From an optimization exercise on the open Yosys and OpenROAD flow, aimed at small area, a short achievable clock period and few clock cycles; shortcuts taken in it are not production practice. In this exercise RTL edits were held to simulation tests only and were not proved equivalent to the original. Power and IR drop assume default switching activity.

Setup of before:
==> flow/design.v (excerpt) <==
module owc #(
    parameter [7:0] FAMILY_A = 8'h10,
    parameter [7:0] FAMILY_B = 8'h28
) (
    input             clk,
    input             rst,         
    input             cmd_valid,
    input      [15:0] cmd,
    output reg        rsp_valid,
    output     [15:0] rsp,
    output            bus_req,
    output     [1:0]  bus_op,      
    output            bus_wbit,
    input             bus_ack,
    input             bus_rbit
);
    localparam [2:0] C_OK = 3'd0, C_BUSEMPTY = 3'd1, C_ADDRCRC = 3'd2,
                     C_UNSUPPORTED = 3'd3, C_SPADCRC = 3'd4, C_NOMORE = 3'd5,
                     C_NODATA = 3'd6, C_ILLEGAL = 3'd7;
    localparam [1:0] PH_IDLE = 2'd0, PH_SEARCHING = 2'd1, PH_EXHAUSTED = 2'd2;
    localparam [2:0] ST_RESET = 3'b000, ST_ID = 3'b001, ST_CMP = 3'b101,
                     ST_CMD = 3'b010, ST_DIR = 3'b110;
    localparam [2:0] AX_IDLE = 3'b000, AX_PEND_S = 3'b001, AX_PEND_D = 3'b010,
                     AX_DEC3 = 3'b101,
                     AX_RDB = 3'b110;
    reg  [7:0]  crc_r;
    reg         ck, fd;
    reg  [1:0]  phase;
    reg  [6:0]  lastd;
    reg  [63:0] rom;       
    reg         romz;      
    reg  [71:0] bufr;      
    reg         ng;        
    reg  [15:0] mag;       
    reg         dv;        
    wire [13:0] bcd_r;     
    reg         busy;
    reg  [2:0]  st;
    reg  [6:0]  k;
    reg  [6:0]  last_zero;
    reg  [63:0] work;
    reg         id_bit;
    reg  [7:0]  crc_w;     
    reg  [7:0]  cacc;      
    reg  [3:0]  cp;
    reg  [2:0]  rcode;
    reg  [7:0]  rdata;
    assign rsp      = {5'd0, rcode, rdata};
    assign bus_req  = busy;
    assign bus_op   = st[1:0];
    assign bus_wbit = st[2] ? work[63] : k[2];
    function [7:0] crc8_byte;
        input [7:0] c_in;
        input [7:0] b;
        reg   [7:0] c;
        integer n;
        begin
            c = c_in ^ b;
            for (n = 0; n < 8; n = n + 1)
                c = c[0] ? ((c >> 1) ^ 8'h8C) : (c >> 1);
            crc8_byte = c;
  ...
For scale: about 1600 cells after synthesis, about 290 flip-flops, ~42 I/O pins, roughly 15000 um2 of cells after synthesis.
export LEC_CHECK = 0
export ABC_AREA = 1
export CAP_MARGIN = 20
export CORE_MARGIN = 2
export CORE_UTILIZATION = 60
export CTS_BUF_LIST = sky130_fd_sc_hd__clkbuf_8
export CTS_CLUSTER_DIAMETER = 50
export CTS_CLUSTER_SIZE = 14
export PLACE_DENSITY = 0.75
export SLEW_MARGIN = 20
export TNS_END_PERCENT = 10
create_clock -name core_clock -period 18.0 [get_ports {clk}]
standard.sh (not shown) runs the stock make flow with config.mk's settings and CLKGATE_MAP_FILE= SYNTH_SCRIPT=/design/flow/synth_recipe.tcl, a recipe that flattens the netlist after the stock synthesis.
==> flow/flow/run.sh <==
#!/bin/bash
set -euo pipefail
bash standard.sh \
    SETUP_SLACK_MARGIN=13 \
    "BUFFER_PORTS_ARGS=-buffer_cell sky130_fd_sc_hd__buf_2" \
    finish > flow_make.log 2>&1
Testbench counts of before, summed over its fixed seeds: cycles 38,903.
Relative to before, the following input files were edited for after:
--- a/flow/design.v
+++ b/flow/design.v
@@ -149,26 +149,32 @@
     assign sym[7] = 8'h2D;
     reg  [7:0] tmask;      
     always @* begin
         case (tlen)
             4'd4: tmask = 8'h0F;
             4'd5: tmask = 8'h1F;
             4'd6: tmask = 8'h3F;
             4'd7: tmask = 8'h7F;
             4'd8: tmask = 8'hFF;
             default: tmask = 8'h00;
         endcase
     end
+    reg  [31:0] rsel;
+    integer pj;
+    always @* begin
+        for (pj = 0; pj < 8; pj = pj + 1)
+            rsel[4*pj +: 4] = {!tmask[pj], tlen[2:0] - 3'd1 - pj[2:0]};
+    end
     wire [2:0] tj   = fd8[2:0];
-    wire [3:0] rp   = tlen - 4'd1 - {1'b0, tj};
+    wire [3:0] rp   = rsel[4*tj +: 4];
     wire [7:0] tch  = rp[3] ? 8'h00 : sym[rp[2:0]];
     wire [15:0] nraw = bufr[15:0];
     wire        nneg = nraw[15];
     reg  [15:0] nmag;
     integer i;
     always @* begin
         for (i = 0; i < 16; i = i + 1)
             nmag[i] = nraw[i] ^ (nneg && (i > 0) && ((nraw & ((16'd1 << i) - 16'd1)) != 16'd0));
     end
     reg [7:0] rd_data;
     always @* begin
         case (fd8[5:4])
after: full flow OK, the timing, DRC and antenna checks passed. Compared with before, in after tap cell instance count +about 1.9%; global routing usage on met3 down 1.3 points. after against before: initial antenna violation count +1; share of total power in combinational logic -1.2 points; clock network power ~0 delta; share of power burned in the clock network +0.4 points. Reg-to-reg setup timing slack delta (after − before): unfavourable. ~same critical path required time in before and after. The higher count of clock-net buffers in the final layout came out of after. Summary of after over before: final clock period utilization by the worst path decreased 0.58 points, combinational power fell by about 7%, die footprint went up. before ended up with rdata[1] as its critical path capture point; after ended up with st[0].
Testbench counts of after, summed over its fixed seeds: cycles 38,903.

-- separate check: timing with driven ports --
Ports are ideal in the flow. The routed layouts listed here were re-timed in OpenROAD. Step 1 sets driving cells, clkbuf_16 on the clock port and buf_2 on the other inputs (assumed; they add their load-dependent delay and slew). Step 2 also shifts input and output timing later by t, the mid clock arrival at the registers, as if the neighbouring blocks saw the same clock. Slacks: ideal ports / drivers / drivers and shift; pairs: ideal ports / drivers.
| run | t, ns | setup WS [ns] | worst setup path at the end | latest minus earliest clock arrival (ns) |
|---|---|---|---|---|
| before | 0.632 | 12.819 / 12.844 / 12.212 | input to register | 0.040 / 0.040 |
| after | 0.654 | 12.923 / 12.910 / 12.264 | input to register | 0.048 / 0.048 |
After both steps every run listed still meets setup and hold. The setup slack of after, which loses most, moves by -0.013 ns with the drivers and by -0.659 ns with both steps.
